Background: an optimization exercise with open tools, aiming at small area, a short achievable clock period and few clock cycles. Do not read the settings as production practice.
Only simulation tests tie the RTL to the original design; equivalence was not proved.
No activity file was given, so power comes from the tool's default toggle rates.

<file path="design/flow/design.v">
module duck_alu (
    input  wire [33:0] a,         
    input  wire [33:0] b,         
    input  wire [33:0] c,         
    input  wire        cin,
    input  wire        force_v,
    output wire [33:0] sum,
    output wire        ovf,
    output wire [31:0] result,
    output wire [3:0]  flag       
);
    assign sum = a + b + c + {33'd0, cin};
    assign ovf = force_v | ~((sum[33:31] == 3'b000) | (sum[33:31] == 3'b111));
    assign result = ovf ? 32'd0 : sum[31:0];
    assign flag = ovf ? 4'b1000 :
                  sum[31] ? 4'b0001 :
                  (sum[31:0] == 32'd0) ? 4'b0010 : 4'b0100;
endmodule
module duck_div (
    input  wire        clk,
    input  wire        rst,
    input  wire        start,
    input  wire        is_div,
    input  wire [31:0] x1,        
    input  wire [32:0] op2,       
    input  wire [32:0] nop2,      
    output wire        idle,
    output wire        done,      
    output wire [31:0] result,
    output wire [3:0]  flag
);
    localparam S_IDLE = 2'd0, S_PREP = 2'd1, S_ITER = 2'd2;
    reg  [1:0]  st;
    reg         dv;
    reg         ng;         
    reg         ov;         
    reg         mhi;        
    reg  [3:0]  cnt;        
    reg  [31:0] rx;         
    reg  [33:0] ry;         
    reg  [32:0] rz;         
    reg  [31:0] rq;         
    assign idle = (st == S_IDLE);
    wire [31:0] nx1  = ~x1 + 32'd1;
    wire [32:0] ax   = x1[31] ? {1'b0, nx1} : {1'b0, x1};    
    wire [32:0] ao   = op2[32] ? nop2 : op2;                 
    wire        x_lt = (ax < ao);
    wire [33:0] mc_s = x_lt ? (x1[31] ? {nop2[32], nop2} : {op2[32], op2})
                            : (op2[32] ? {{2{nx1[31]}}, nx1} : {{2{x1[31]}}, x1});
    wire        x1min = x1[31] && (x1[30:0] == 31'd0);
    wire [33:0] mc   = (!x_lt && op2[32] && x1min) ? 34'h080000000 : mc_s;
    wire [32:0] ml   = x_lt ? ax : ao;
    function [5:0] msb;
        input [33:0] v;
        integer k;
        begin
            msb = 6'd0;
            for (k = 0; k < 34; k = k + 1)
                if (v[k]) msb = k[5:0];
        end
    endfunction
    wire [32:0] a_mag = {1'b0, rx};
    wire [32:0] b_mag = ry[32:0];
    wire        b_zero = (b_mag == 33'd0);
    wire        a_lt_b = (a_mag < b_mag);
    wire [5:0]  sft0  = msb({1'b0, a_mag}) - msb({1'b0, b_mag});
    wire [5:0]  sft   = {sft0[5:1], 1'b1};
    wire [3:0]  ncyc  = sft0[4:1];
    wire [33:0] b_al = {1'b0, b_mag} << sft;
    wire [37:0] m_a  = {{6{rx[31]}}, rx};
    wire [37:0] m_p0 = rz[0] ? {{4{ry[33]}}, ry}       : 38'd0;
    wire [37:0] m_p1 = rz[1] ? {{3{ry[33]}}, ry, 1'b0} : 38'd0;
    wire [37:0] m_p2 = rz[2] ? {{2{ry[33]}}, ry, 2'b0} : 38'd0;
    wire [37:0] m_s1 = m_a ^ m_p0 ^ m_p1;
    wire [37:0] m_c1 = {(m_a[36:0] & m_p0[36:0]) | (m_a[36:0] & m_p1[36:0]) |
                        (m_p0[36:0] & m_p1[36:0]), 1'b0};
    wire [37:0] m_s2 = m_s1 ^ m_c1 ^ m_p2;
    wire [37:0] m_c2 = {(m_s1[36:0] & m_c1[36:0]) | (m_s1[36:0] & m_p2[36:0]) |
                        (m_c1[36:0] & m_p2[36:0]), 1'b0};
    wire [37:0] xs3  = m_s2 + m_c2;
    wire [34:0] d_t0 = {3'd0, rx} - {1'b0, ry};
    wire        c0   = ~d_t0[34];
    wire [31:0] d_r1 = c0 ? d_t0[31:0] : rx;
    wire [34:0] d_t1 = {3'd0, d_r1} - {2'd0, ry[33:1]};
    wire        c1   = ~d_t1[34];
    wire [31:0] d_r2 = c1 ? d_t1[31:0] : d_r1;
    wire [32:0] rz_n   = {3'd0, rz[32:3]};
    wire        m_last = (rz_n == 33'd0);
    wire        m_oor  = ~((xs3[37:31] == 7'd0) | (xs3[37:31] == 7'h7f));
    wire        m_ov   = ov | m_oor | (mhi & (rz[2:0] != 3'd0));
    wire        mhi_n  = mhi | ~((ry[33:30] == 4'd0) | (ry[33:30] == 4'hf));
    wire [1:0]  dq     = {c0, c1};
    wire [32:0] q_n    = {rz[30:0], dq};
    wire [31:0] qm_n   = (dq != 2'd0) ? {rz[29:0], dq - 2'd1} : {rq[29:0], 2'b11};
    wire        d_last = (cnt == 4'd0);
    wire [31:0] d_res  = ng ? ~qm_n : q_n[31:0];
    wire        d_ov   = q_n[31] & ~ng;
    wire        prep_done = (st == S_PREP) && (b_zero || a_lt_b);
    wire        iter_done = (st == S_ITER) && (dv ? d_last : m_last);
    assign done = prep_done || iter_done;
    wire        r_ov  = (st == S_PREP) ? b_zero : dv ? d_ov : m_ov;
    wire [31:0] r_val = (st == S_PREP) ? 32'd0 : dv ? d_res : xs3[31:0];
    assign result = r_ov ? 32'd0 : r_val;
    assign flag   = r_ov ? 4'b1000 :
                    r_val[31] ? 4'b0001 :
                    (r_val == 32'd0) ? 4'b0010 : 4'b0100;
    always @(posedge clk) begin
        if (rst) begin
            st  <= S_IDLE;
            dv  <= 1'b0;
            ng  <= 1'b0;
            ov  <= 1'b0;
            mhi <= 1'b0;
            cnt <= 4'd0;
            rx  <= 32'd0;
            ry  <= 34'd0;
            rz  <= 33'd0;
            rq  <= 32'd0;
        end else begin
            case (st)
                S_IDLE: begin
                    if (start) begin
                        dv  <= is_div;
                        ng  <= x1[31] ^ op2[32];
                        ov  <= 1'b0;
                        mhi <= 1'b0;
                        if (is_div) begin
                            st <= S_PREP;
                            rx <= ax[31:0];
                            ry <= {1'b0, ao};
                        end else begin
                            st <= S_ITER;
                            rx <= 32'd0;
                            ry <= mc;
                            rz <= ml;
                        end
                    end
                end
                S_PREP: begin
                    ry  <= b_al;
                    rz  <= 33'd0;
                    rq  <= 32'hffffffff;
                    cnt <= ncyc;
                    st  <= (b_zero || a_lt_b) ? S_IDLE : S_ITER;
                end
                S_ITER: begin
                    if (!dv) begin
                        rx  <= xs3[31:0];
                        ov  <= m_ov;
                        mhi <= mhi_n;
                        ry  <= {ry[30:0], 3'd0};
                        rz  <= rz_n;
                        if (m_last) st <= S_IDLE;
                    end else begin
                        rx  <= d_r2;
                        ry  <= {2'd0, ry[33:2]};
                        rz  <= q_n;
                        rq  <= qm_n;
                        cnt <= cnt - 4'd1;
                        if (d_last) st <= S_IDLE;
                    end
                end
                default: st <= S_IDLE;
            endcase
        end
    end
endmodule
module duck_core (
    input  wire        clk,
    input  wire        rst,           
    input  wire        start,         
    input  wire [31:0] start_addr,
    output reg         mem_en,
    output reg         mem_we,
    output reg  [9:0]  mem_addr,
    output reg  [31:0] mem_wdata,
    input  wire [31:0] mem_rdata,
    output wire        trace_valid,
    output wire [31:0] trace_pc,
    output wire [31:0] trace_word,
    output wire [1:0]  state,         
    output wire [3:0]  cond,
    output wire [2:0]  fault_cause,
    output wire [31:0] fault_addr,
    output wire [31:0] fault_word,
    input  wire [3:0]  dbg_raddr,
    output wire [31:0] dbg_rdata
);
    localparam OP_HALT = 6'd0, OP_LOAD = 6'd1, OP_STORE = 6'd2, OP_ADD = 6'd3,
               OP_SUB  = 6'd5, OP_MUL  = 6'd6, OP_DIV   = 6'd7;
    localparam ST_RUN = 2'd0, ST_HALT = 2'd1, ST_FAULT = 2'd2;
    reg  [1:0]  st;
    reg  [31:0] pc;           
    reg  [31:0] regs [1:14];
    reg  [3:0]  cond_q;
    reg  [31:0] ir;
    reg         irv;          
    reg         ifv;          
    reg  [9:0]  ifa;          
    reg         lwb;          
    reg         lredo;        
    reg         swb;          
    reg  [3:0]  ls_rt;
    reg  [31:0] res_q;        
    reg         ls_oor;       
    reg  [2:0]  fcause;
    wire running = (st == ST_RUN);
    wire [5:0] op   = ir[31:26];
    wire [3:0] pred = ir[25:22];
    wire [3:0] rt   = ir[21:18];
    wire [3:0] rs1  = ir[17:14];
    wire [3:0] rs2  = ir[13:10];
    wire [9:0] off  = ir[9:0];
    wire legal  = (op <= 6'd3) || (op == OP_SUB) || (op == OP_MUL) || (op == OP_DIV);
    wire pass   = |(cond_q & pred);
    wire is_ld  = (op == OP_LOAD);
    wire is_st  = (op == OP_STORE);
    wire is_sub = (op == OP_SUB);
    wire is_hlt = (op == OP_HALT);
    wire is_md  = (op == OP_MUL) || (op == OP_DIV);
    wire rt_reg = (rt != 4'd0) && (rt != 4'd15);
    reg  [15:1] sel1, sel2;
    wire [15:1] seld;
    reg  [31:0] x1, x2, xd;
    integer k;
    always @(*) begin
        x1 = sel1[15] ? pc : 32'd0;
        x2 = sel2[15] ? pc : 32'd0;
        xd = seld[15] ? pc : 32'd0;
        for (k = 1; k <= 14; k = k + 1) begin
            x1 = x1 | ({32{sel1[k]}} & regs[k]);
            x2 = x2 | ({32{sel2[k]}} & regs[k]);
            xd = xd | ({32{seld[k]}} & regs[k]);
        end
    end
    function [15:1] onehot;
        input [3:0] idx;
        integer j;
        begin
            for (j = 1; j <= 15; j = j + 1)
                onehot[j] = (idx == j);
        end
    endfunction
    assign seld = onehot(dbg_raddr);
    assign dbg_rdata = xd;
    wire lwb_rd  = pass && (ls_rt != 4'd0) && ((rs1 == ls_rt) || (rs2 == ls_rt));
    wire ex_wr   = pass && rt_reg && !is_ld && !is_md;
    wire sq_ir   = swb && (pc[9:0] == res_q[9:0]);
    wire sq_if   = swb && (ifa == res_q[9:0]);
    wire hold    = (lwb && (lredo || ls_oor || (ls_rt == 4'd15) || lwb_rd || ex_wr)) ||
                   (swb && (ls_oor || sq_ir || (is_ld && pass)));
    wire        md_idle, md_done;
    wire [31:0] md_res;
    wire [3:0]  md_flag;
    reg         f15;          
    wire issue    = running && irv && md_idle && !f15 && !hold;
    wire fire     = issue && legal;
    wire ex_pass  = fire && pass;
    wire md_start = ex_pass && is_md;
    wire md_wb    = running && md_done;
    wire complete = (fire && !(pass && is_md)) || (md_wb && (rt != 4'd15)) || f15;
    wire use_alu  = ex_pass && !is_md;
    wire        a_on  = !f15 && !is_hlt && !is_md;
    wire        c_on  = !f15 && !is_hlt;
    wire        sub   = !f15 && is_sub;
    wire [33:0] bval  = f15 ? {{2{res_q[31]}}, res_q} : is_hlt ? 34'd0 : {{2{x2[31]}}, x2};
    wire [33:0] cval0 = {{24{off[9]}}, off};
    wire [33:0] ncval = ~cval0 + 34'd1;
    wire [33:0] alu_a = a_on ? {{2{x1[31]}}, x1} : 34'd0;
    wire [33:0] alu_b = sub ? ~bval : bval;
    wire [33:0] alu_c = c_on ? (sub ? ncval : cval0) : 34'd0;
    wire [33:0] sum;
    wire        alu_ovf;
    wire [31:0] alu_res;
    wire [3:0]  alu_flag;
    duck_alu u_alu (
        .a       (alu_a),
        .b       (alu_b),
        .c       (alu_c),
        .cin     (sub),
        .force_v (1'b0),
        .sum     (sum),
        .ovf     (alu_ovf),
        .result  (alu_res),
        .flag    (alu_flag)
    );
    wire [33:0] nsum = ~{{2{x2[31]}}, x2} + ncval + 34'd1;
    duck_div u_md (
        .clk     (clk),
        .rst     (rst),
        .start   (md_start),
        .is_div  (op == OP_DIV),
        .x1      (x1),
        .op2     (sum[32:0]),
        .nop2    (nsum[32:0]),
        .idle    (md_idle),
        .done    (md_done),
        .result  (md_res),
        .flag    (md_flag)
    );
    wire        wr_pc   = (use_alu || f15) && (rt == 4'd15);
    wire [31:0] pc_inc  = pc + 32'd1;
    wire [31:0] pc_next = wr_pc ? (alu_res + 32'd1) : pc_inc;
    wire        lwb15   = lwb && !lredo && !ls_oor && (ls_rt == 4'd15);
    wire [31:0] pc_new  = complete ? pc_next : lwb15 ? mem_rdata : pc;
    wire        keep_ir = irv && !complete && !sq_ir && !lwb15;
    wire        accept  = ifv && !sq_if && (ifa == pc_new[9:0]) &&
                          (pc_new[31:10] == 22'd0) && !lwb15;
    wire f_ls    = running && (lwb || swb) && ls_oor && !lredo;
    wire f_fetch = running && !irv && (pc[31:10] != 22'd0) && !f_ls &&
                   !(lwb && (lredo || ls_rt == 4'd15));
    wire f_dec   = issue && !legal;
    wire [9:0] fa_base = irv ? pc_inc[9:0] : pc[9:0];
    wire       m_next  = ifv && !sq_if && (ifa == fa_base);
    wire [9:0] seq_addr = fa_base + {9'd0, m_next && (!irv || complete)};
    wire [9:0] jmp_addr = sum[9:0] + 10'd1;
    reg        fetch;
    always @(*) begin
        mem_en    = 1'b0;
        mem_we    = 1'b0;
        mem_addr  = seq_addr;
        mem_wdata = (ls_rt == 4'd0) ? 32'd0 : (ls_rt == 4'd15) ? pc : res_q;
        fetch     = 1'b0;
        if (running) begin
            if (swb) begin
                mem_en   = !ls_oor;
                mem_we   = 1'b1;
                mem_addr = res_q[9:0];
            end else if (lwb && lredo) begin
                mem_en   = 1'b1;
                mem_addr = res_q[9:0];
            end else if (ex_pass && is_ld) begin
                mem_en   = 1'b1;
                mem_addr = sum[9:0];
            end else if (wr_pc && !is_ld && !is_st) begin
                mem_en   = 1'b1;
                mem_addr = jmp_addr;
                fetch    = 1'b1;
            end else begin
                mem_en   = 1'b1;
                fetch    = 1'b1;
            end
        end
    end
    assign state       = st;
    assign cond        = cond_q;
    assign trace_valid = fire;
    assign trace_pc    = pc;
    assign trace_word  = ir;
    assign fault_cause = (st == ST_FAULT) ? fcause : 3'd0;
    assign fault_addr  = (st != ST_FAULT) ? 32'd0 :
                         fcause[2] || (fcause == 3'd3) ? res_q : pc;
    assign fault_word  = (st == ST_FAULT && fcause == 3'd1) ? ir : 32'd0;
    wire        w_lwb  = lwb && !lredo && rt_of_lwb;
    wire        rt_of_lwb = (ls_rt != 4'd0) && (ls_rt != 4'd15);
    wire        w_ex   = (use_alu && !is_ld || md_wb) && rt_reg;
    wire [3:0]  w_idx  = lwb ? ls_rt : rt;
    wire [31:0] w_data = lwb ? (ls_oor ? res_q : mem_rdata) : md_wb ? md_res : alu_res;
    integer i;
    always @(posedge clk) begin
        if (rst) begin
            for (i = 1; i <= 14; i = i + 1)
                regs[i] <= 32'd0;
        end else if (running && (w_lwb || w_ex)) begin
            regs[w_idx] <= w_data;
        end
    end
    always @(posedge clk) begin
        if (rst) begin
            st     <= ST_RUN;
            pc     <= 32'd0;
            cond_q <= 4'b1111;
            ir     <= 32'd0;
            sel1   <= 15'd0;
            sel2   <= 15'd0;
            irv    <= 1'b0;
            ifv    <= 1'b0;
            ifa    <= 10'd0;
            lwb    <= 1'b0;
            lredo  <= 1'b0;
            swb    <= 1'b0;
            ls_rt  <= 4'd0;
            res_q  <= 32'd0;
            ls_oor <= 1'b0;
            fcause <= 3'd0;
            f15    <= 1'b0;
        end else if (running) begin
            ifv <= fetch;
            ifa <= mem_addr;
            if (f_ls) begin
                st     <= ST_FAULT;
                fcause <= lwb ? 3'd3 : 3'd4;
                lwb    <= 1'b0;
                swb    <= 1'b0;
            end else if (f_fetch) begin
                st     <= ST_FAULT;
                fcause <= 3'd2;
                lwb    <= 1'b0;
                swb    <= 1'b0;
            end else if (f_dec) begin
                st     <= ST_FAULT;
                fcause <= 3'd1;
                lwb    <= 1'b0;
                swb    <= 1'b0;
            end else begin
                if (lwb && lredo) begin
                    lredo <= 1'b0;
                end else begin
                    lwb <= 1'b0;
                end
                swb <= 1'b0;
                if (lwb15)
                    pc <= mem_rdata;
                if (use_alu)
                    cond_q <= alu_flag;
                if (md_wb)
                    cond_q <= md_flag;
                f15 <= md_wb && (rt == 4'd15);
                if (md_wb)
                    res_q <= md_res;
                if (complete)
                    pc <= pc_next;
                if (ex_pass && (is_ld || is_st)) begin
                    lwb    <= is_ld;
                    lredo  <= is_ld && alu_ovf;
                    swb    <= is_st;
                    ls_rt  <= rt;
                    res_q  <= alu_res;
                    ls_oor <= (alu_res[31:10] != 22'd0);
                end
                if (ex_pass && is_hlt)
                    st <= ST_HALT;
                if (!keep_ir) begin
                    ir   <= mem_rdata;
                    sel1 <= onehot(mem_rdata[17:14]);
                    sel2 <= onehot(mem_rdata[13:10]);
                    irv  <= accept;
                end
            end
        end else if (st == ST_HALT) begin
            ifv <= 1'b0;
            irv <= 1'b0;
            if (start) begin
                st <= ST_RUN;
                pc <= start_addr;
            end
        end
    end
endmodule
</file>
<file path="design/flow/run.sh">
#!/bin/bash
# synth_recipe.tcl (not shown) runs the flow's synth.tcl, then flattens the netlist and writes it again
# the make line also repeats each setting of config.mk as NAME=value (left out here)
make -C /OpenROAD-flow-scripts/flow DESIGN_CONFIG=/design/flow/config.mk WORK_HOME=/design/flow/orfs CLKGATE_MAP_FILE= SYNTH_SCRIPT=/design/flow/synth_recipe.tcl finish
</file>
<file path="design/flow/config.mk">
export PLATFORM = sky130hd
export DESIGN_NAME = duck_core
export DESIGN_NICKNAME = duck_core
export VERILOG_FILES = /design/flow/design.v
export SDC_FILE = /design/flow/constraint.sdc
export NUM_CORES = 4
export LEC_CHECK = 0
export CAP_MARGIN = 20
export CORE_MARGIN = 2
export CORE_UTILIZATION = 40
export PLACE_DENSITY = 0.6
export SLEW_MARGIN = 20
</file>
<file path="design/flow/constraint.sdc">
create_clock -name core_clock -period 22.0 [get_ports {clk}]
set_input_delay 4.4000 -clock core_clock [delete_from_list [all_inputs] [get_ports {clk}]]
set_output_delay 4.4000 -clock core_clock [all_outputs]
set_load 0.01 [all_outputs]
</file>
==> flow_metrics.tcl, run 1 <==
set metrics [dict create \
    drcViolationCount 0 \
    core_area_um2 155700 \
    synth_area_leader_cell "edfxtp_1" \
    dieArea_um2 159500 \
    worstPathRequired_ns 22.67 \
    powerDensity_nw_per_um2 104.4 \
    r2r_slack_ns 9.43 \
    vias 70510 \
    layout.nets 8282 \
    root_buffer "clkbuf_16" \
    yosysMostFrequentCell "nor2_1" \
    synthesis.yosys.warnings 2 \
    synth_top_cell_area_share 0.2151 \
    relSlewSlack 0.1511 \
    netlist_area_um2 62540 \
    die_height_um 399.4 \
    avgSynthCellArea_um2 7.953 \
    p_leak_nw 25.81 \
    worstHoldPathType "flop to flop" \
    cts_resized 0 \
    start_util 0.4018 \
    synth_edf_count 448 \
    path_class "flop to flop" \
    gp_congestion 1.065 \
    hold_viol 0 \
    grt_pass1_vias 65990 \
    synth_common_cells "nor2_1 (1078), nand2_1 (823), a21oi_1 (554)" \
    gr-usage-all-layers 0.4634 \
    worstMarginPinSlew_ns 1.272 \
    rows 145 \
    async_reset_ff_frac 0 \
    crit_top_cell "a21oi_1" \
    grt_start_max_net_pins 129 \
    syn-instance-count 7863 \
    post-cts-setup-buffers 0 \
    drive_gt1_frac 0.08382 \
    routed_wl_um 383700 \
    layout_min_cycle_time_ns 12.57 \
    dp.cells 9841 \
    critPathMaxFanout 56 \
    synth_seq_cells 743 \
    cp-start-kind "flop" \
    cts_buffers 93 \
    clk_pin_slew_ns 0.06 \
    fin_cells 10030 \
    cp_top_family "compound AO/OA/AOI/OAI gates" \
    cap_violations 0 \
    via_per_inst 7.027 \
    routedWlPerCell_um 38.24 \
    yosysUniqueCellTypes 107 \
    syn-num-nets 8265 \
    fillers 15470 \
    grt_first_pass_wirelength_um 521100 \
    slew_viol_final 0 \
    crit_slowest_cell "a31oi_1" \
    dieWidth_um 399.4 \
    fmax_mhz 79.53 \
    status "finished clean" \
    yosysSeqAreaShare 0.3096 \
    skew_ns 0.05005 \
    cts_sinks 743 \
    cts_tree "built" \
    critPathMaxStageDelay_ns 0.80 \
    synth_area_leaders "edfxtp_1 (22%), dfxtp_1 (9.4%), nor2_1 (6.5%)" \
    detail-route-antenna-nets 0 \
    synth-main-ff-cell "edfxtp_1" \
    dr.first_iter.drc_count 12060 \
    arrival_ns 13.24 \
    grt_antenna_before_repair 23 \
    port_buffers 284 \
    cts_max_level 3 \
    rsz0062_at_grt "false" \
    hold_buffers 0 \
    drt_first_pass_iters 14 \
    worst_setup_path_end_kind "flop" \
    dpl.hpwl_um 272400 \
    overflow 0 \
    setup_viol 0 \
    tns_ns 0 \
    io_pins 285 \
    postLayoutCoreUtil 0.4583 \
    clock_latency_ns 0.75 \
    clockBufferDepth 3 \
    syn_to_final_growth_pct 14.07 \
    critPathBufInv 6 \
    vdd_ir_drop_max_mv 0.1991 \
    fin_crit_sh 0.5715 \
]
## logic make-up (layout without fill, tap and decap cells)
kind of cell / after synthesis / in the layout / synth area share
AO/OA/AOI/OAI: 2323 / 2323 / 0.2524
XOR/XNOR: 358 / 358 / 0.05040
adder cells (fa/ha/maj): 331 / 331 / 0.07907
buffers and inverters: 999 / 1094 / 0.06122
flip-flops: 743 / 743 / 0.3096
multiplexers: 244 / 244 / 0.04065
other: 0 / 18 / 0
AND/OR/NAND/NOR: 2865 / 2865 / 0.2067
## worst min-delay path, delay by kind of cell, from the launching register on
| kind | cells | cell delay (ns) |
|---|---|---|
| DFF | 1 | 0.33 |
| AOI/OAI and AO/OA | 1 | 0.05 |
| and+or+nand+nor | 1 | 0.07 |
## report_power, final
group          switching, W  leakage, nW  internal, W
combinational       0.00282         17.2      0.00133
clock              0.000706         1.54     0.000922
sequential         0.000133         7.02      0.00154
total               0.00366         25.8      0.00379
## state kept, by name, summed over array words and instances, names as in the netlist, 2 cells and up
name	cells
res_q	32
fcause	3
u_md.st	2
ifa	10
u_md.ry	34
ls_rt	4
cond_q	4
u_md.rz	33
pc	32
u_md.rx	32
sel2	15
regs	448
u_md.cnt	4
st	2
sel1	15
u_md.rq	30
ir	32
## path summary, 6_finish.rpt
| kind | startpoint | to | cells after the start |
|---|---|---|---|
| max | u_md.ry[0] | cond_q[1] | 43 |
| min | ifv | ifv | 2 |
| max reg2reg | u_md.ry[0] | cond_q[1] | 43 |
| min reg2reg | ifv | ifv | 2 |
## per-layer routing
metal	wire length (um)	GRT usage
met1	133000	0.5401
met2	160400	0.6880
met3	52600	0.1660
met4	37500	0.3671
met5	207	0
## cells in the final DEF, fill, tap and decap left out, drive strengths merged, types with 70 or more instances in the layout
cell type	instances
inv	355
and2	119
clkbuf	122
a211oi	85
a221oi	78
nor4	70
a22oi	538
nor3	170
a21oi	564
dfxtp	295
xor2	126
and3	83
xnor2	231
edfxtp	448
nand3	169
o21ai	397
clkdlybuf4s50	283
nand2	823
nand4	143
fa	107
nor2	1080
mux2i	177
buf	281
a222oi	97
ha	224
a21o	79
## stage by stage
| stage | hold WS (ns) | total power (W) | setup slack, ns | cell area, um^2 |
|---|---|---|---|---|
| after floorplan | 0.4435 | 0.004192 | 11.84 | 62540 |
| after global placement | 0.4591 | 0.005651 | 9.981 | 68050 |
| after detailed placement | 0.4719 | 0.005645 | 9.960 | 68090 |
| after CTS | 0.4859 | 0.007261 | 9.666 | 71250 |
| after global routing | 0.5108 | 0.007666 | 8.747 | 71300 |
| final | 0.4917 | 0.007445 | 9.427 | 71340 |
## layout make-up
type | instances | area [um^2] | area share
Clock inverter | 54 | 606.8 | 0.008507
Antenna cell | 18 | 45.04 | 0.0006314
Sequential cell | 743 | 19370 | 0.2716
Tap cell | 2058 | 2575 | 0.03610
Inverter | 354 | 1329 | 0.01863
Multi-Input combinational cell | 6121 | 39850 | 0.5587
Clock buffer | 119 | 2556 | 0.03583
Timing Repair Buffer | 567 | 4996 | 0.07004
Testbench counts, summed over its fixed seeds: cycles 87,174.
==> inputs of run 2 (changes only) <==
--- a/design/flow/design.v
+++ b/design/flow/design.v
@@ -5,3 +5,2 @@
     input  wire        cin,
-    input  wire        force_v,
     output wire [33:0] sum,
@@ -11,4 +10,9 @@
 );
-    assign sum = a + b + c + {33'd0, cin};
-    assign ovf = force_v | ~((sum[33:31] == 3'b000) | (sum[33:31] == 3'b111));
+    wire [33:0] s = a ^ b ^ c;
+    wire [33:0] k = (a & b) | (a & c) | (b & c);
+    wire [33:0] y = {k[32:0], cin};
+    assign sum = s + y;
+    wire [31:0] zt = (s[31:0] ^ y[31:0]) ^ {s[30:0] | y[30:0], 1'b0};
+    wire        zero = ~|zt;
+    assign ovf = ~((sum[33:31] == 3'b000) | (sum[33:31] == 3'b111));
     assign result = ovf ? 32'd0 : sum[31:0];
@@ -16,3 +20,3 @@
                   sum[31] ? 4'b0001 :
-                  (sum[31:0] == 32'd0) ? 4'b0010 : 4'b0100;
+                  zero ? 4'b0010 : 4'b0100;
 endmodule
@@ -80,2 +84,4 @@
     wire [37:0] xs3  = m_s2 + m_c2;
+    wire [31:0] m_zt = (m_s2[31:0] ^ m_c2[31:0]) ^ {m_s2[30:0] | m_c2[30:0], 1'b0};
+    wire        m_zero = ~|m_zt;
     wire [34:0] d_t0 = {3'd0, rx} - {1'b0, ry};
@@ -100,8 +106,10 @@
     assign done = prep_done || iter_done;
-    wire        r_ov  = (st == S_PREP) ? b_zero : dv ? d_ov : m_ov;
-    wire [31:0] r_val = (st == S_PREP) ? 32'd0 : dv ? d_res : xs3[31:0];
-    assign result = r_ov ? 32'd0 : r_val;
-    assign flag   = r_ov ? 4'b1000 :
-                    r_val[31] ? 4'b0001 :
-                    (r_val == 32'd0) ? 4'b0010 : 4'b0100;
+    wire        prep  = (st == S_PREP);
+    wire        d_zero = (rz[30:0] == 31'd0) && (dq == 2'd0);
+    wire        r_ov  = prep ? b_zero : dv ? d_ov : m_ov;
+    wire        r_z   = prep ? 1'b1 : dv ? d_zero : m_zero;
+    wire        r_m   = prep ? 1'b0 : dv ? (ng & ~d_zero) : xs3[31];
+    wire [31:0] r_val = dv ? d_res : xs3[31:0];
+    assign result = (r_ov || prep) ? 32'd0 : r_val;
+    assign flag   = r_ov ? 4'b1000 : r_m ? 4'b0001 : r_z ? 4'b0010 : 4'b0100;
     always @(posedge clk) begin
@@ -213,10 +221,32 @@
     wire [9:0] off  = ir[9:0];
-    wire legal  = (op <= 6'd3) || (op == OP_SUB) || (op == OP_MUL) || (op == OP_DIV);
+    reg  legal, is_ld, is_st, is_sub, is_hlt, is_md, is_dv, rt15, rt_reg;
+    reg  d_aon, d_bx2, d_bres;
+    reg  [10:0] cop;          
     wire pass   = |(cond_q & pred);
-    wire is_ld  = (op == OP_LOAD);
-    wire is_st  = (op == OP_STORE);
-    wire is_sub = (op == OP_SUB);
-    wire is_hlt = (op == OP_HALT);
-    wire is_md  = (op == OP_MUL) || (op == OP_DIV);
-    wire rt_reg = (rt != 4'd0) && (rt != 4'd15);
+    function [22:0] decode;
+        input [31:0] w;
+        reg [5:0] o;
+        reg       hlt, md, sb;
+        reg [10:0] of;
+        begin
+            o   = w[31:26];
+            hlt = (o == OP_HALT);
+            md  = (o == OP_MUL) || (o == OP_DIV);
+            sb  = (o == OP_SUB);
+            of  = {w[9], w[9:0]};
+            decode[0]  = (o <= 6'd3) || sb || md;            
+            decode[1]  = (o == OP_LOAD);
+            decode[2]  = (o == OP_STORE);
+            decode[3]  = sb;
+            decode[4]  = hlt;
+            decode[5]  = md;
+            decode[6]  = (o == OP_DIV);
+            decode[7]  = (w[21:18] == 4'd15);
+            decode[8]  = (w[21:18] != 4'd15) && (w[21:18] != 4'd0);
+            decode[9]  = !hlt && !md;                       
+            decode[10] = !hlt;                               
+            decode[11] = 1'b0;                               
+            decode[22:12] = hlt ? 11'd0 : sb ? (~of + 11'd1) : of;
+        end
+    endfunction
     reg  [15:1] sel1, sel2;
@@ -260,13 +290,11 @@
     wire md_wb    = running && md_done;
-    wire complete = (fire && !(pass && is_md)) || (md_wb && (rt != 4'd15)) || f15;
+    wire complete = (fire && !(pass && is_md)) || (md_wb && !rt15) || f15;
     wire use_alu  = ex_pass && !is_md;
-    wire        a_on  = !f15 && !is_hlt && !is_md;
-    wire        c_on  = !f15 && !is_hlt;
-    wire        sub   = !f15 && is_sub;
-    wire [33:0] bval  = f15 ? {{2{res_q[31]}}, res_q} : is_hlt ? 34'd0 : {{2{x2[31]}}, x2};
+    wire [33:0] bval  = ({34{d_bx2}} & {{2{x2[31]}}, x2}) |
+                        ({34{d_bres}} & {{2{res_q[31]}}, res_q});
+    wire [33:0] alu_a = d_aon ? {{2{x1[31]}}, x1} : 34'd0;
+    wire [33:0] alu_b = is_sub ? ~bval : bval;
+    wire [33:0] alu_c = {{23{cop[10]}}, cop};
     wire [33:0] cval0 = {{24{off[9]}}, off};
     wire [33:0] ncval = ~cval0 + 34'd1;
-    wire [33:0] alu_a = a_on ? {{2{x1[31]}}, x1} : 34'd0;
-    wire [33:0] alu_b = sub ? ~bval : bval;
-    wire [33:0] alu_c = c_on ? (sub ? ncval : cval0) : 34'd0;
     wire [33:0] sum;
@@ -279,4 +307,3 @@
         .c       (alu_c),
-        .cin     (sub),
-        .force_v (1'b0),
+        .cin     (is_sub),
         .sum     (sum),
@@ -291,3 +318,3 @@
         .start   (md_start),
-        .is_div  (op == OP_DIV),
+        .is_div  (is_dv),
         .x1      (x1),
@@ -300,3 +327,3 @@
     );
-    wire        wr_pc   = (use_alu || f15) && (rt == 4'd15);
+    wire        wr_pc   = (use_alu || f15) && rt15;
     wire [31:0] pc_inc  = pc + 32'd1;
@@ -375,2 +402,3 @@
             sel2   <= 15'd0;
+            {cop, d_bres, d_bx2, d_aon, rt_reg, rt15, is_dv, is_md, is_hlt, is_sub, is_st, is_ld, legal} <= decode(32'd0);
             irv    <= 1'b0;
@@ -417,3 +445,9 @@
                     cond_q <= md_flag;
-                f15 <= md_wb && (rt == 4'd15);
+                f15 <= md_wb && rt15;
+                if (md_wb && rt15) begin
+                    d_aon  <= 1'b0;
+                    d_bx2  <= 1'b0;
+                    d_bres <= 1'b1;
+                    cop    <= 11'd0;
+                end
                 if (md_wb)
@@ -436,2 +470,3 @@
                     sel2 <= onehot(mem_rdata[13:10]);
+                    {cop, d_bres, d_bx2, d_aon, rt_reg, rt15, is_dv, is_md, is_hlt, is_sub, is_st, is_ld, legal} <= decode(mem_rdata);
                     irv  <= accept;
==> run 2 against run 1 <==
Core utilization barely moved. Sequential share of layout area decreased by 0.82 points. Die area grew 5.4%. Cell area grew 5.6%. Area after synthesis grew 5.5%. Critical path type is now flop to primary output.
==> flow_metrics.tcl, run 2 <==
set metrics [dict create \
    gp_congestion 1.072 \
    worstMarginPinSlew_ns 1.257 \
    arrival_ns 8.00 \
    synth_edf_count 448 \
    tns_ns 0 \
    largest_register_ffs 448 \
    avgSynthCellArea_um2 8.031 \
    pre_cts_ws_ns 10.20 \
    stdcell_area_um2 75300 \
    overflow 0 \
    synth-main-ff-cell "edfxtp_1" \
    cts_max_level 3 \
    synth-compound-area-share 0.2563 \
    relSlewSlack 0.1623 \
    grt_start_max_net_pins 117 \
    hold_ws_ns 0.4599 \
    setup_slack_ns 9.597 \
    gr-usage-all-layers 0.4650 \
    yosysSeqAreaShare 0.3005 \
    drive_gt1_frac 0.08519 \
    synth_top_cell_area_share 0.2040 \
    cts_tree "built" \
    final_cell_mix "nand2_1 (804), nor3_1 (607), nor2_1 (590)" \
    synth_common_cells "nand2_1 (833), clkbuf_1 (652), nor3_1 (617)" \
    vdd_ir_drop_max_mv 0.1486 \
    rr_worst_depth 30 \
    worst_setup_path_end_kind "primary output" \
    routedWlPerCell_um 38.93 \
    critPathMaxFanout 22 \
    fin_crit_sh 0.5638 \
    cts_resized 0 \
    largest_registers "regs (448), u_md.ry (34), u_md.rz (33)" \
    worstHoldPathType "flop to flop" \
    synth_area_leader_cell "edfxtp_1" \
    combPwrFrac 0.590 \
    async_reset_ff_frac 0 \
    p_sw_w 0.004186 \
    dieArea_um2 168200 \
    cap_violations 0 \
    grt_pass1_vias 70190 \
    path_class "flop to primary output" \
    synth-xor-area-share 0.05125 \
    r2r-start "sel2[3]" \
    grt_first_pass_wirelength_um 555200 \
    slew_viol_final 0 \
    via_per_inst 7.137 \
    status "finished clean" \
    swShare 0.5034 \
    root_buffer "clkbuf_16" \
    hold_depth 2 \
    dpl.hpwl_um 285400 \
    netlist_area_um2 65960 \
    drcViolationCount 0 \
    die_height_um 410.1 \
    hold_viol 0 \
    port_buffers 284 \
    postLayoutCoreUtil 0.4580 \
    yosys.area_share.simple 0.2099 \
    dr.first_iter.drc_count 12850 \
    rsz0062_at_grt "false" \
    skew_ns 0.04343 \
    worstPathRequired_ns 17.60 \
    syn_to_final_growth_pct 14.17 \
    setup_viol 0 \
    seq_power_share 0.208 \
    synth_seq_cells 766 \
    synthesis.yosys.warnings 2 \
    drt_first_pass_iters 11 \
    clock_latency_ns 0.77 \
    synth_top_family_by_area "compound AO/OA/AOI/OAI gates" \
    hold_path.startpoint "cop[7]" \
    cts_sinks 766 \
    synth_area_leaders "edfxtp_1 (20%), dfxtp_1 (9.7%), a22oi_1 (6.3%)" \
    layout.nets 8666 \
    clk_pin_slew_ns 0.06 \
    core_area_um2 164400 \
    syn-num-nets 8696 \
    hold_buffers 0 \
    synth_mux_area_frac 0.02817 \
    post-cts-setup-buffers 0 \
    dieWidth_um 410.1 \
    startpoint "sel1[7]" \
    yosysUniqueCellTypes 96 \
    yosysMostFrequentCell "nand2_1" \
    rows 149 \
    regMostFlops "regs" \
    p_int_w 0.004130 \
    vias 74670 \
    routed_wl_um 407400 \
    syn-instance-count 8213 \
    pwr-share-clk 0.203 \
    cp-start-kind "flop" \
    layout_commonest_cell "nand2_1" \
    clockBufferDepth 3 \
    p_leak_nw 27.14 \
    cts_buffers 94 \
    yosys.area_share.adder 0.09022 \
    detail-route-antenna-nets 0 \
    grt_antenna_before_repair 17 \
    powerDensity_nw_per_um2 110.4 \
    placed_cell_area_um2 71970 \
    fmax_mhz 80.62 \
    start_util 0.4011 \
    layout_min_cycle_time_ns 12.40 \
    io_pins 285 \
]
run 2: cell types whose count changed in the layout (fill, tap and decap cells not counted), sizes merged, moves of 37 or more:
cell    previous run  this run
inv              355       394
a211oi            85       139
o21ai            397       339
nor2            1080       607
nor3             170       617
a21oi            564       504
nor2b             44        85
ha               224       306
nand3            169       206
mux2i            177       117
run 2: cell families (layout without fill, tap and decap cells):
group / count (synthesis) / in the layout
buf+inv: 1112 / 1163
fa+ha+maj: 412 / 412
mux: 172 / 172
flops: 766 / 766
other cells: 0 / 10
xor+xnor: 386 / 386
compound gates: 2428 / 2428
simple gates: 2937 / 2937
run 2: final timing paths:
check,endpoint,slack [ns]
setup / recovery,mem_addr[9],9.60
hold / removal,cop[7],0.46
setup reg to reg,u_md.ry[12],10.15
hold reg to reg,cop[7],0.46
run 2: routing by layer:
layer,wire (um),share of wire,global-route usage
met3,55610,0.14,0.1720
met2,169300,0.42,0.6868
met4,41010,0.10,0.3805
met1,141200,0.35,0.5364
met5,214,0.00053,0.005460
run 2: area by class of cell:
cell class,instances,area (um^2)
Antenna cell,10,25.02
Clock buffer,122,2569
Clock inverter,55,674.4
Fill cell,16360,89130
Inverter,393,1475
Multi-Input combinational cell,6335,42810
Sequential cell,766,19830
Tap cell,2189,2739
Timing Repair Buffer,593,5184
run 2: critical path, stage by stage (launching register included):
cell and delay, ns:
dfxtp_1 0.62, buf_4 0.47, a22oi_1 0.24, nand3_1 0.10, nor3_1 0.70, clkinv_1 0.54, nand2_1 0.29, fa_1 0.46
inv_1 0.08, ha_1 0.33, a2111o_1 0.40, a41o_2 0.30, a21bo_2 0.21, xor2_1 0.58, buf_4 0.38, xor2_1 0.38
a21oi_1 0.15, a211oi_1 0.35, nor2_1 0.10, clkdlybuf4s50_1 0.51
run 2: through the flow:
step | cells | total power, W
floorplan | 8213 | 0.004681
global placement | 10280 | 0.006428
detailed placement | 10280 | 0.006442
CTS | 10450 | 0.008113
global route | 10450 | 0.008594
finish | 10460 | 0.008316
run 2: power groups by stage:
stage	registers [W]	logic (W)	clock network, W
after floorplan	0.00168	0.00300	0
after detailed placement	0.00174	0.00470	0
after global routing	0.00172	0.00514	0.00173
final	0.00173	0.00490	0.00168
after global placement	0.00175	0.00468	0
after CTS	0.00171	0.00472	0.00168
Testbench counts of run 2, summed over its fixed seeds: cycles 87,174.
==> inputs of run 3 (changes only) <==
--- a/design/flow/design.v
+++ b/design/flow/design.v
@@ -42,2 +42,4 @@
     reg  [3:0]  cnt;        
+    reg  [4:0]  sh;         
+    reg         elt;        
     reg  [31:0] rx;         
@@ -50,3 +52,3 @@
     wire [32:0] ao   = op2[32] ? nop2 : op2;                 
-    wire        x_lt = (ax < ao);
+    wire        x_lt = (ax[32:6] == 27'd0);
     wire [33:0] mc_s = x_lt ? (x1[31] ? {nop2[32], nop2} : {op2[32], op2})
@@ -65,10 +67,5 @@
     endfunction
-    wire [32:0] a_mag = {1'b0, rx};
+    wire [5:0]  sft0  = msb({1'b0, ax}) - msb({1'b0, ao});
     wire [32:0] b_mag = ry[32:0];
-    wire        b_zero = (b_mag == 33'd0);
-    wire        a_lt_b = (a_mag < b_mag);
-    wire [5:0]  sft0  = msb({1'b0, a_mag}) - msb({1'b0, b_mag});
-    wire [5:0]  sft   = {sft0[5:1], 1'b1};
-    wire [3:0]  ncyc  = sft0[4:1];
-    wire [33:0] b_al = {1'b0, b_mag} << sft;
+    wire [33:0] b_al  = {1'b0, b_mag} << sh;
     wire [37:0] m_a  = {{6{rx[31]}}, rx};
@@ -86,8 +83,16 @@
     wire        m_zero = ~|m_zt;
-    wire [34:0] d_t0 = {3'd0, rx} - {1'b0, ry};
-    wire        c0   = ~d_t0[34];
-    wire [31:0] d_r1 = c0 ? d_t0[31:0] : rx;
-    wire [34:0] d_t1 = {3'd0, d_r1} - {2'd0, ry[33:1]};
-    wire        c1   = ~d_t1[34];
-    wire [31:0] d_r2 = c1 ? d_t1[31:0] : d_r1;
+    wire        prep  = (st == S_PREP);
+    wire [33:0] dy    = prep ? b_al : ry;
+    wire [32:0] dz    = prep ? 33'd0 : rz;
+    wire [31:0] dqm   = prep ? 32'hffffffff : rq;
+    wire [3:0]  dcnt  = cnt;
+    wire [34:0] dv_1  = {1'b0, dy};
+    wire [34:0] dv_h  = {2'b0, dy[33:1]};
+    wire [34:0] d_t0  = {3'd0, rx} - dv_1;             
+    wire [34:0] d_ta  = {3'd0, rx} - dv_h;             
+    wire [34:0] d_tb  = {3'd0, rx} - dv_1 - dv_h;      
+    wire        c0    = ~d_t0[34];
+    wire        c1    = c0 ? ~d_tb[34] : ~d_ta[34];
+    wire [31:0] d_r2  = c0 ? (c1 ? d_tb[31:0] : d_t0[31:0])
+                           : (c1 ? d_ta[31:0] : rx);
     wire [32:0] rz_n   = {3'd0, rz[32:3]};
@@ -98,17 +103,18 @@
     wire [1:0]  dq     = {c0, c1};
-    wire [32:0] q_n    = {rz[30:0], dq};
-    wire [31:0] qm_n   = (dq != 2'd0) ? {rz[29:0], dq - 2'd1} : {rq[29:0], 2'b11};
-    wire        d_last = (cnt == 4'd0);
+    wire [32:0] q_n    = {dz[30:0], dq};
+    wire [31:0] qm_n   = (dq != 2'd0) ? {dz[29:0], dq - 2'd1} : {dqm[29:0], 2'b11};
+    wire        d_last = (dcnt == 4'd0);
     wire [31:0] d_res  = ng ? ~qm_n : q_n[31:0];
     wire        d_ov   = q_n[31] & ~ng;
-    wire        prep_done = (st == S_PREP) && (b_zero || a_lt_b);
+    wire        p_early   = ov || elt;
+    wire        prep_done = prep && (p_early || d_last);
     wire        iter_done = (st == S_ITER) && (dv ? d_last : m_last);
     assign done = prep_done || iter_done;
-    wire        prep  = (st == S_PREP);
-    wire        d_zero = (rz[30:0] == 31'd0) && (dq == 2'd0);
-    wire        r_ov  = prep ? b_zero : dv ? d_ov : m_ov;
-    wire        r_z   = prep ? 1'b1 : dv ? d_zero : m_zero;
-    wire        r_m   = prep ? 1'b0 : dv ? (ng & ~d_zero) : xs3[31];
+    wire        d_zero = (dz[30:0] == 31'd0) && (dq == 2'd0);
+    wire        pz    = prep && p_early;
+    wire        r_ov  = pz ? ov : dv ? d_ov : m_ov;
+    wire        r_z   = pz ? 1'b1 : dv ? d_zero : m_zero;
+    wire        r_m   = pz ? 1'b0 : dv ? (ng & ~d_zero) : xs3[31];
     wire [31:0] r_val = dv ? d_res : xs3[31:0];
-    assign result = (r_ov || prep) ? 32'd0 : r_val;
+    assign result = (r_ov || pz) ? 32'd0 : r_val;
     assign flag   = r_ov ? 4'b1000 : r_m ? 4'b0001 : r_z ? 4'b0010 : 4'b0100;
@@ -122,2 +128,4 @@
             cnt <= 4'd0;
+            sh  <= 5'd0;
+            elt <= 1'b0;
             rx  <= 32'd0;
@@ -135,5 +143,9 @@
                         if (is_div) begin
-                            st <= S_PREP;
-                            rx <= ax[31:0];
-                            ry <= {1'b0, ao};
+                            st  <= S_PREP;
+                            rx  <= ax[31:0];
+                            ry  <= {1'b0, ao};
+                            ov  <= (ao == 33'd0);
+                            elt <= sft0[5];
+                            cnt <= sft0[4:1];
+                            sh  <= {sft0[4:1], 1'b1};
                         end else begin
@@ -147,7 +159,8 @@
                 S_PREP: begin
-                    ry  <= b_al;
-                    rz  <= 33'd0;
-                    rq  <= 32'hffffffff;
-                    cnt <= ncyc;
-                    st  <= (b_zero || a_lt_b) ? S_IDLE : S_ITER;
+                    rx  <= d_r2;
+                    ry  <= {2'd0, dy[33:2]};
+                    rz  <= q_n;
+                    rq  <= qm_n;
+                    cnt <= dcnt - 4'd1;
+                    st  <= (p_early || d_last) ? S_IDLE : S_ITER;
                 end
@@ -163,3 +176,3 @@
                         rx  <= d_r2;
-                        ry  <= {2'd0, ry[33:2]};
+                        ry  <= {2'd0, dy[33:2]};
                         rz  <= q_n;
@@ -333,4 +346,10 @@
     wire        keep_ir = irv && !complete && !sq_ir && !lwb15;
-    wire        accept  = ifv && !sq_if && (ifa == pc_new[9:0]) &&
-                          (pc_new[31:10] == 22'd0) && !lwb15;
+    wire [9:0]  ifa_m1  = ifa - 10'd1;
+    wire        j_hit   = alu_ovf ? (ifa == 10'd1) :
+                          (ifa_m1 == sum[9:0]) &&
+                          (((sum[31:10] == 22'd0) && (sum[9:0] != 10'h3ff)) ||
+                           (sum[31:0] == 32'hffffffff));
+    wire        n_hit   = (ifa == pc_new[9:0]) && (pc_new[31:10] == 22'd0);
+    wire        accept  = ifv && !sq_if && !lwb15 &&
+                          ((complete && wr_pc) ? j_hit : n_hit);
     wire f_ls    = running && (lwb || swb) && ls_oor && !lredo;
@@ -341,4 +360,9 @@
     wire       m_next  = ifv && !sq_if && (ifa == fa_base);
-    wire [9:0] seq_addr = fa_base + {9'd0, m_next && (!irv || complete)};
-    wire [9:0] jmp_addr = sum[9:0] + 10'd1;
+    reg        bv;
+    reg  [9:0] bpc, btg;
+    reg        pt;            
+    wire       seq_adv = m_next && (!irv || complete);
+    wire       guess   = seq_adv && bv && (bpc == ifa);
+    wire [9:0] seq_addr = guess ? btg : fa_base + {9'd0, seq_adv};
+    wire [9:0] jmp_addr = pt ? (ifa + 10'd1) : (sum[9:0] + 10'd1);
     reg        fetch;
@@ -393,2 +417,20 @@
         end
+    end
+    wire        jins = running && use_alu && rt15 && !is_ld && !is_st && !is_hlt &&
+                       !alu_ovf && (sum[31:10] == 22'd0) && (sum[9:0] < pc[9:0]);
+    always @(posedge clk) begin
+        if (rst) begin
+            bv  <= 1'b0;
+            bpc <= 10'd0;
+            btg <= 10'd0;
+            pt  <= 1'b0;
+        end else begin
+            pt <= running && guess && !swb && !(lwb && lredo) && !(ex_pass && is_ld) &&
+                  !(wr_pc && !is_ld && !is_st);
+            if (jins) begin
+                bv  <= 1'b1;
+                bpc <= pc[9:0];
+                btg <= sum[9:0] + 10'd1;
+            end
+        end
     end
==> design/flow/flow/run.sh (new file) <==
#!/bin/bash
set -euo pipefail
export BUFFER_PORTS_ARGS="-buffer_cell sky130_fd_sc_hd__buf_2"
export SETUP_SLACK_MARGIN=11.5
bash standard.sh > standard_flow.log 2>&1
==> design/flow/standard.sh (new file) <==
#!/bin/bash
# synth_recipe.tcl (not shown) runs the flow's synth.tcl, then flattens the netlist and writes it again
# the make line also repeats each setting of config.mk as NAME=value (left out here)
make -C /OpenROAD-flow-scripts/flow DESIGN_CONFIG=/design/flow/config.mk WORK_HOME=/design/flow/orfs CLKGATE_MAP_FILE= SYNTH_SCRIPT=/design/flow/synth_recipe.tcl "${@:-finish}"
removed: design/flow/run.sh
==> run 3 against run 2 <==
Cell area rose by 5.2%. Synthesized cell count is 5.1% higher. Critical path depth down 11. Clock power increased by 6%. Critical endpoint is now dbg_rdata[16]. Largest cell class unchanged.
==> flow_metrics.tcl, run 3 <==
set metrics [dict create \
    met1_usage 0.5826 \
    grt_use_met2 0.6687 \
    startpoint "dbg_raddr[0]" \
    gr-usage-all-layers 0.4752 \
    crit_path_end "dbg_rdata[16]" \
    cap_violations 0 \
    netlist_area_um2 69510 \
    fmax_mhz 94.15 \
    grtUsageMet3 0.1803 \
    routedWlPerCell_um 39.69 \
    yosysUniqueCellTypes 110 \
    synth_seq_cells 794 \
    syn_to_final_growth_pct 14.00 \
    layout_commonest_cell "nor2_1" \
    clock_latency_ns 0.84 \
    skew_ns 0.07291 \
    root_buffer "clkbuf_16" \
    setup_viol 0 \
    gp_congestion 1.050 \
    crit_chain "buf_12 > nand2b_4 > nor2_4 > clkbuf_8 > a222oi_1 > and3_1 > nand4_1 > buf_2" \
    io_pins 285 \
    via_per_inst 7.218 \
    layout_min_cycle_time_ns 10.62 \
    drt_first_pass_iters 14 \
    rr_endpoint "irv" \
    critPathMaxFanout 32 \
    relSlewSlack 0.08206 \
    worstHoldPathType "flop to flop" \
    hold_viol 0 \
    arrival_ns 6.22 \
    grt_pass1_vias 72210 \
    synth-main-ff-cell "edfxtp_1" \
    drcViolationCount 0 \
    clockBufferDepth 3 \
    cp_top_family "simple AND/OR/NAND/NOR gates" \
    setup_slack_ns 11.38 \
    overflow 0 \
    die_height_um 420.9 \
    routed_wl_um 439200 \
    cp-start-kind "primary input" \
    pre_cts_ws_ns 11.08 \
    critPathMaxStageDelay_ns 0.35 \
    hold_ws_ns 0.4567 \
    grt_antenna_before_repair 30 \
    layout.nets 9147 \
    worstPathRequired_ns 17.60 \
    grt_start_max_net_pins 85 \
    dieWidth_um 420.9 \
    port_buffers 284 \
    dieArea_um2 177100 \
    slew_viol_final 0 \
    r2r-start "sel2[14]" \
    tns_ns 0 \
    yosysSeqAreaShare 0.2932 \
    cts_max_level 3 \
    yosysMostFrequentCell "nor2_1" \
    dr.first_iter.drc_count 15210 \
    regMostFlops "regs" \
    worstMarginPinSlew_ns 1.366 \
    largest_registers "regs (448), u_md.ry (34), u_md.rz (33)" \
    clk_pin_slew_ns 0.06 \
    worst_setup_path_end_kind "primary output" \
    synth_edf_count 448 \
    cts_sinks 794 \
    final_cell_mix "nor2_1 (857), nand2_1 (778), a22oi_1 (542)" \
    start_util 0.4039 \
    cts_buffers 98 \
    largest_register_ffs 448 \
    synth_area_leaders "edfxtp_1 (19%), dfxtp_1 (10%), a22oi_1 (5.9%)" \
    avgSynthCellArea_um2 8.053 \
    critPathBufInv 3 \
    grt_first_pass_wirelength_um 591100 \
    fin_crit_sh 0.4828 \
    dpl.hpwl_um 304700 \
    rr_worst_depth 30 \
    r2r_slack_ns 11.58 \
    core_area_um2 172100 \
    hold_buffers 0 \
    postLayoutCoreUtil 0.4604 \
    syn-num-nets 9129 \
    vias 79880 \
    cp.depth 8 \
    path_class "primary input to primary output" \
    vdd_ir_drop_max_mv 0.1646 \
    synthesis.yosys.warnings 2 \
    powerDensity_nw_per_um2 103.7 \
    synth_common_cells "nor2_1 (879), nand2_1 (812), clkbuf_1 (597)" \
    async_reset_ff_frac 0 \
    grt-busiest-layer "met2" \
    status "finished clean" \
    drive_gt1_frac 0.1348 \
    rows 152 \
    synth_area_leader_cell "edfxtp_1" \
    detail-route-antenna-nets 0 \
    crit_slowest_cell "a222oi_1" \
    rsz0062_at_grt "true" \
    synth_top_cell_area_share 0.1935 \
    cts_tree "built" \
    syn-instance-count 8632 \
    p_leak_nw 29.08 \
]
-- run 3: cell families after synthesis --
family / share of synthesized area
AO/OA/AOI/OAI: 0.2621
XOR/XNOR: 0.05605
adder cells (fa/ha/maj): 0.08824
buffers and inverters: 0.06046
flip-flops: 0.2932
multiplexers: 0.03559
AND/OR/NAND/NOR: 0.2044
-- run 3: worst min path at each step --
stage / startpoint / endpoint / slack [ns] / cells past startpoint
6_report: u_md.rq[29] / u_md.rq[29] / 0.46 / 2
3_5_place_dp: u_md.rq[29] / u_md.rq[29] / 0.45 / 2
3_3_place_gp: u_md.rq[22] / u_md.rq[22] / 0.44 / 2
2_1_floorplan: cop[1] / cop[1] / 0.43 / 2
5_1_grt: u_md.rq[28] / u_md.rq[28] / 0.50 / 2
4_1_cts: u_md.rq[29] / u_md.rq[29] / 0.45 / 2
-- run 3: tightest hold or removal path, stage by stage (launching register included) --
cell and delay (ns):
dfxtp_1 0.31, nand2_1 0.05, a21oi_1 0.05
-- run 3: repair_timing --
action	CTS	global route
buffers inserted	17	35
setup endpoints to repair	43	25
pin swaps	26	42
cloned	5	6
gates resized for setup	162	98
-- run 3: cell type report --
| cell class | count | area [um^2] |
|---|---|---|
| Timing Repair Buffer | 651 | 4933 |
| Sequential cell | 794 | 20440 |
| Inverter | 347 | 1314 |
| Antenna cell | 24 | 60.06 |
| Clock buffer | 123 | 2730 |
| Fill cell | 16870 | 92870 |
| Tap cell | 2310 | 2890 |
| Multi-Input combinational cell | 6758 | 46200 |
| Clock inverter | 60 | 675.6 |
-- run 3: stage by stage --
step                total power (W)  instances  area [um^2]
CTS                        0.007963      11000        78260
global placement           0.006154      10790        73890
detailed placement         0.006184      10790        73910
floorplan                  0.004532       8632        69510
finish                     0.008217      11070        79250
global route               0.008468      11040        79190
-- run 3: power breakdown --
group,switching [W],total [W],internal (W)
logic,0.00315,0.00460,0.00145
registers,0.000191,0.00184,0.00165
clock network,0.000784,0.00178,0.000991
-- run 3: metal layers --
layer | up-vias | part of all wire
met4 | 22 | 0.095
met2 | 7218 | 0.40
li1 | 32140 | -
met5 | - | 0.00040
met1 | 38610 | 0.36
met3 | 1893 | 0.15
Testbench counts of run 3, summed over its fixed seeds: cycles 77,691.
==> inputs of run 4 (changes only) <==
==> design/flow/flow/run.sh (replaced) <==
#!/bin/bash
set -euo pipefail
export BUFFER_PORTS_ARGS="-buffer_cell sky130_fd_sc_hd__buf_2"
export SETUP_SLACK_MARGIN=12.5
bash standard.sh > standard_flow.log 2>&1
==> run 4 against run 3 <==
Combinational power grew 5.7%. Flip-flop and latch count is the same. Area after synthesis is the same. Largest power group unchanged.
==> flow_metrics.tcl, run 4 <==
set metrics [dict create \
    gp_congestion 1.068 \
    final_cell_mix "nor2_1 (850), nand2_1 (774), a21oi_1 (539)" \
    grt_pass1_vias 73750 \
    grt_start_max_net_pins 95 \
    synth-main-ff-cell "edfxtp_1" \
    hold_buffers 0 \
    rr_endpoint "ifa[7]" \
    power.total_w 0.008522 \
    rows 152 \
    syn-instance-count 8632 \
    synth-compound-area-share 0.2621 \
    gr-usage-all-layers 0.4867 \
    synth_common_cells "nor2_1 (879), nand2_1 (812), clkbuf_1 (597)" \
    clockBufferDepth 3 \
    worstHoldPathType "flop to flop" \
    largest_registers "regs (448), u_md.ry (34), u_md.rz (33)" \
    synth_mux_area_frac 0.03559 \
    grt_antenna_before_repair 37 \
    netlist_area_um2 69510 \
    die_height_um 420.9 \
    fin_crit_sh 0.4943 \
    rr_worst_depth 69 \
    setup_slack_ns 11.13 \
    tns_ns 0 \
    pre_cts_ws_ns 10.74 \
    cts_tree "built" \
    port_buffers 284 \
    avgSynthCellArea_um2 8.053 \
    r2r_slack_ns 11.16 \
    postLayoutCoreUtil 0.4782 \
    hold_viol 0 \
    syn_to_final_growth_pct 18.40 \
    fin_cells 11300 \
    cts_max_level 3 \
    hold_path.startpoint "u_md.rq[22]" \
    critPathMaxFanout 32 \
    routedWlPerCell_um 39.68 \
    root_buffer "clkbuf_16" \
    setup_viol 0 \
    largest_register_ffs 448 \
    yosysMostFrequentCell "nor2_1" \
    async_reset_ff_frac 0 \
    drt_first_pass_iters 20 \
    hold_depth 2 \
    synth_area_leaders "edfxtp_1 (19%), dfxtp_1 (10%), a22oi_1 (5.9%)" \
    io_pins 285 \
    hold_end "u_md.rq[22]" \
    synth_area_leader_cell "edfxtp_1" \
    overflow 0 \
    slew_viol_final 0 \
    yosys.area_share.adder 0.08824 \
    dieWidth_um 420.9 \
    status "finished clean" \
    dr.first_iter.drc_count 16540 \
    cts_sinks 794 \
    yosys.area_share.simple 0.2044 \
    core_area_um2 172100 \
    grt_first_pass_wirelength_um 605000 \
    regMostFlops "regs" \
    synth_seq_cells 794 \
    start_util 0.4039 \
    synth_top_family_by_area "compound AO/OA/AOI/OAI gates" \
    drcViolationCount 0 \
    worstPathRequired_ns 17.60 \
    layout_commonest_cell "nor2_1" \
    layout.nets 9368 \
    fmax_mhz 91.96 \
    worstMarginPinSlew_ns 1.337 \
    detail-route-antenna-nets 0 \
    via_per_inst 7.220 \
    synth-xor-area-share 0.05605 \
    cp-start-kind "primary input" \
    syn-num-nets 9129 \
    rsz0062_at_grt "true" \
    dieArea_um2 177100 \
    dpl.hpwl_um 305800 \
    p_leak_nw 30.54 \
    skew_ns 0.06980 \
    worst_setup_path_end_kind "primary output" \
    clk_pin_slew_ns 0.07 \
    relSlewSlack 0.1089 \
    arrival_ns 6.47 \
    r2r-start "sel2[10]" \
    dp.cells 10810 \
    yosysUniqueCellTypes 110 \
    vias 81590 \
    vdd_ir_drop_max_mv 0.1471 \
    routed_wl_um 448400 \
    yosysSeqAreaShare 0.2932 \
    drive_gt1_frac 0.1678 \
    cts_buffers 99 \
    layout_min_cycle_time_ns 10.87 \
    powerDensity_nw_per_um2 103.5 \
    path_class "primary input to primary output" \
    cap_violations 0 \
    synth_edf_count 448 \
    synthesis.yosys.warnings 2 \
    clock_latency_ns 0.83 \
    synth_top_cell_area_share 0.1935 \
]
==> run 4: area by class of cell <==
class                   count  area [um^2]
diodes                     32        80.08
inverters                 347         1331
clock buffers             125         2675
repair buffers            870         7176
well taps                2310         2890
flip-flops and latches    794        20440
fillers                 16620        89810
multi-input cells        6759        46880
clock inverters            63        829.5
==> run 4: worst max path at each step <==
stage | startpoint | end
2_1_floorplan | dbg_raddr[1] | dbg_rdata[28]
3_3_place_gp | sel1[8] | mem_addr[8]
3_5_place_dp | sel1[8] | mem_addr[8]
4_1_cts | dbg_raddr[3] | dbg_rdata[16]
5_1_grt | sel2[1] | ifa[7]
6_report | dbg_raddr[3] | dbg_rdata[27]
==> run 4: cell families after synthesis <==
| family | after synthesis |
|---|---|
| buffers and inverters | 1080 |
| muxes | 214 |
| AOI/OAI and AO/OA | 2663 |
| xor gates and xnor gates | 444 |
| DFF | 794 |
| adders and majority gates | 426 |
| and+or+nand+nor | 3011 |
==> run 4: worst max-delay path: stages <==
cell      delay [ns]
buf_12          0.09
nand2b_4        0.18
nor2_4          0.05
buf_12          0.21
a22o_1          0.29
a221oi_2        0.19
nand4_1         0.63
buf_2           0.38
==> run 4: what timing repair did <==
item | 4_1_cts | 5_1_grt
buffers inserted | 158 | 89
pin swaps | 92 | 99
gates resized for setup | 313 | 151
setup endpoints to repair | 57 | 123
gates cloned | 20 | 3
hold endpoints to repair | 0 | 0
==> run 4: metal layers <==
metal | vias to the layer above | share of wire | GRT usage
li1 | 32620 | - | -
met1 | 39420 | 0.36 | 0.6013
met2 | 7496 | 0.39 | 0.6673
met3 | 2023 | 0.15 | 0.1995
met4 | 36 | 0.097 | 0.3749
met5 | - | 0.00083 | 0.002187
==> run 4: metrics by stage <==
stage                     instance area (um^2)  hold slack (ns)
after floorplan                          69920           0.4250
after global placement                   74150           0.4378
after detailed placement                 74160           0.4437
after CTS                                80830           0.4572
after global routing                     82240           0.4709
final                                    82300           0.4585
==> run 4: power breakdown <==
part / internal, W / switching (W) / leakage, nW
registers: 0.00165 / 0.000174 / 7.45
clock network: 0.00102 / 0.000811 / 1.69
logic: 0.00153 / 0.00333 / 21.4
==> inputs of run 5 (changes only) <==
==> design/flow/flow/run.sh (replaced) <==
#!/bin/bash
set -euo pipefail
export BUFFER_PORTS_ARGS="-buffer_cell sky130_fd_sc_hd__buf_2"
export SETUP_SLACK_MARGIN=11.5
bash standard.sh > standard_flow.log 2>&1
--- a/design/flow/config.mk
+++ b/design/flow/config.mk
@@ -10,2 +10,3 @@
 export CORE_UTILIZATION = 40
+export GPL_TIMING_DRIVEN = 1
 export PLACE_DENSITY = 0.6
==> run 5 against run 4 <==
Non-clock buffer count is 219 lower. Clock power is 3% lower. Power is 3.6% lower. Maximum frequency is 2.4% higher. Routed wire length is 2.0% lower. Critical path depth stayed put. Via count is 2.1% lower. First-iteration DRC count is 8.0% lower. Critical endpoint is now dbg_rdata[16]. Largest cell class unchanged. Area after synthesis stayed put. Setup slack better by 0.25 ns. Synthesized cell count stayed put. Highest routed layer unchanged. Worst hold slack worse by 0.0018 ns. Still clean on timing, DRC and antenna. Critical path type unchanged.
==> flow_metrics.tcl, run 5 <==
set metrics [dict create \
    io_pins 285 \
    clk_pin_slew_ns 0.06 \
    clock_latency_ns 0.84 \
    synth_top_cell_area_share 0.1935 \
    via_per_inst 7.218 \
    routedWlPerCell_um 39.69 \
    syn_to_final_growth_pct 14.00 \
    overflow 0 \
    cp-start-kind "primary input" \
    hold_depth 2 \
    fmax_mhz 94.15 \
    grt_pass1_vias 72210 \
    final_cell_mix "nor2_1 (857), nand2_1 (778), a22oi_1 (542)" \
    largest_register_ffs 448 \
    cts_buffers 98 \
    syn-instance-count 8632 \
    arrival_ns 6.22 \
    synth_area_leader_cell "edfxtp_1" \
    die_height_um 420.9 \
    async_reset_ff_frac 0 \
    fin_crit_sh 0.4828 \
    dieWidth_um 420.9 \
    crit_slowest_cell "a222oi_1" \
    detail-route-antenna-nets 0 \
    synth_area_leaders "edfxtp_1 (19%), dfxtp_1 (10%), a22oi_1 (5.9%)" \
    port_buffers 284 \
    path_class "primary input to primary output" \
    r2r-start "sel2[14]" \
    cap_violations 0 \
    avgSynthCellArea_um2 8.053 \
    slew_viol_final 0 \
    syn-num-nets 9129 \
    layout_commonest_cell "nor2_1" \
    worstMarginPinSlew_ns 1.366 \
    regMostFlops "regs" \
    hold_viol 0 \
    hold_end "u_md.rq[29]" \
    hold_path.startpoint "u_md.rq[29]" \
    grt_first_pass_wirelength_um 591100 \
    synth_common_cells "nor2_1 (879), nand2_1 (812), clkbuf_1 (597)" \
    dieArea_um2 177100 \
    yosysUniqueCellTypes 110 \
    tns_ns 0 \
    worstHoldPathType "flop to flop" \
    start_util 0.4039 \
    drcViolationCount 0 \
    dpl.hpwl_um 304700 \
    routed_wl_um 439200 \
    cts_max_level 3 \
    drive_gt1_frac 0.1348 \
    power.total_w 0.008217 \
    rr_worst_depth 30 \
    p_leak_nw 29.08 \
    grt_start_max_net_pins 85 \
    root_buffer "clkbuf_16" \
    critPathMaxFanout 32 \
    cts_tree "built" \
    layout.nets 9147 \
    layout_min_cycle_time_ns 10.62 \
    synth-main-ff-cell "edfxtp_1" \
    clockBufferDepth 3 \
    rsz0062_at_grt "true" \
    netlist_area_um2 69510 \
    status "finished clean" \
    setup_viol 0 \
    powerDensity_nw_per_um2 103.7 \
    critPathMaxStageDelay_ns 0.35 \
    worstPathRequired_ns 17.60 \
    core_area_um2 172100 \
    grt_antenna_before_repair 30 \
    gr-usage-all-layers 0.4752 \
    dr.first_iter.drc_count 15210 \
    gp_congestion 1.050 \
    r2r_slack_ns 11.58 \
    synth_seq_cells 794 \
    crit_chain "buf_12 > nand2b_4 > nor2_4 > clkbuf_8 > a222oi_1 > and3_1 > nand4_1 > buf_2" \
    vdd_ir_drop_max_mv 0.1646 \
    vias 79880 \
    worst_setup_path_end_kind "primary output" \
    yosysMostFrequentCell "nor2_1" \
    synthesis.yosys.warnings 2 \
    skew_ns 0.07291 \
    rows 152 \
    relSlewSlack 0.08206 \
    cts_sinks 794 \
    largest_registers "regs (448), u_md.ry (34), u_md.rz (33)" \
    drt_first_pass_iters 14 \
    rr_endpoint "irv" \
    synth_edf_count 448 \
    yosysSeqAreaShare 0.2932 \
]
run 5: cell count changes in the layout (fill, tap and decap cells not counted), moves of 17 or more:
cell	previous run	this run
a22oi_1	524	542
buf_6	68	28
buf_12	43	25
a221oi_1	47	64
a22oi_2	19	1
buf_4	453	297
a221oi_2	21	4
run 5: power breakdown:
part	internal (W)	switching (W)
clock network	0.000991	0.000784
registers	0.00165	0.000191
logic	0.00145	0.00315
total	0.00410	0.00412
run 5: per-layer routing:
metal	share of wire	vias up	GRT usage	routed length (um)
li1	-	32140	-	-
met1	0.36	38610	0.5826	157700
met2	0.40	7218	0.6687	174900
met3	0.15	1893	0.1803	64650
met4	0.095	22	0.3653	41880
met5	0.00040	-	0	175
run 5: worst max-delay path by stage:
stage / from / endpoint / slack [ns] / cells past startpoint
floorplan: dbg_raddr[2] / dbg_rdata[31] / 11.84 / 6
global placement: dbg_raddr[2] / dbg_rdata[25] / 11.10 / 8
detailed placement: dbg_raddr[1] / dbg_rdata[13] / 11.08 / 8
CTS: dbg_raddr[3] / dbg_rdata[24] / 11.49 / 8
global route: sel1[15] / mem_addr[9] / 11.31 / 21
finish: dbg_raddr[0] / dbg_rdata[16] / 11.38 / 8
run 5: logic make-up (layout without fill, tap and decap cells):
family,count (synthesis),after routing,share of synthesized area
AOI/OAI and AO/OA,2663,2663,0.2621
xor gates and xnor gates,444,444,0.05605
adders and majority gates,426,426,0.08824
buffers and inverters,1080,1181,0.06046
DFF,794,794,0.2932
muxes,214,214,0.03559
other,0,24,0
and+or+nand+nor,3011,3011,0.2044
run 5: repair_timing:
action | 4_1_cts | 5_1_grt
endpoints found under the hold margin | 0 | 0
cloned | 5 | 6
endpoints found under the setup margin | 43 | 25
buffers inserted | 17 | 35
pin swaps | 26 | 42
gates resized for setup | 162 | 98
hold buffers | 0 | 0
run 5: critical path: cells and delay by family:
kind | cells | cell delay (ns)
compound gates | 1 | 0.35
buf+inv | 3 | 0.67
simple gates | 4 | 0.73
run 5: through the flow:
stage,util,std cells,area [um^2],setup WS [ns],hold WS (ns)
finish,0.4604,11070,79250,11.38,0.4567
detailed placement,0.4294,10790,73910,11.08,0.4460
global placement,0.4293,10790,73890,11.10,0.4363
global route,0.4601,11040,79190,11.31,0.4960
CTS,0.4547,11000,78260,11.49,0.4524
floorplan,-,8632,69510,11.84,0.4250
run 5: cell type report:
type	instances	area (um^2)
clock inverter	60	675.6
fill	16870	92870
inverter	347	1314
clock buffer	123	2730
sequential	794	20440
tap	2310	2890
multi-input combinational	6758	46200
antenna	24	60.06
timing repair buffer	651	4933

[separate check: timing with driven ports]
In the flow no input, the clock included, has a driving cell. The finished layouts below were timed again as built, in two steps.
Step 1, drivers: a clkbuf_16 drives clk and a buf_2 each remaining input, both assumed.
Step 2 also shifts input and output timing later by t, the mid clock arrival at the registers, as if the neighbouring blocks saw the same clock.
Slacks: ideal ports / drivers / drivers and shift; pairs: ideal ports / drivers.
run	t, ns	setup WS [ns]	worst slew at a driven data input, ns
run 1	0.812	9.427 / 9.427 / 9.427	0.11
run 2	0.835	9.597 / 9.510 / 9.914	0.13
run 3	0.899	11.378 / 11.297 / 11.297	0.14
run 4	0.888	11.126 / 11.064 / 11.064	0.07
run 5	0.899	11.378 / 11.297 / 11.297	0.14
After both steps setup and hold are still met in every run listed.
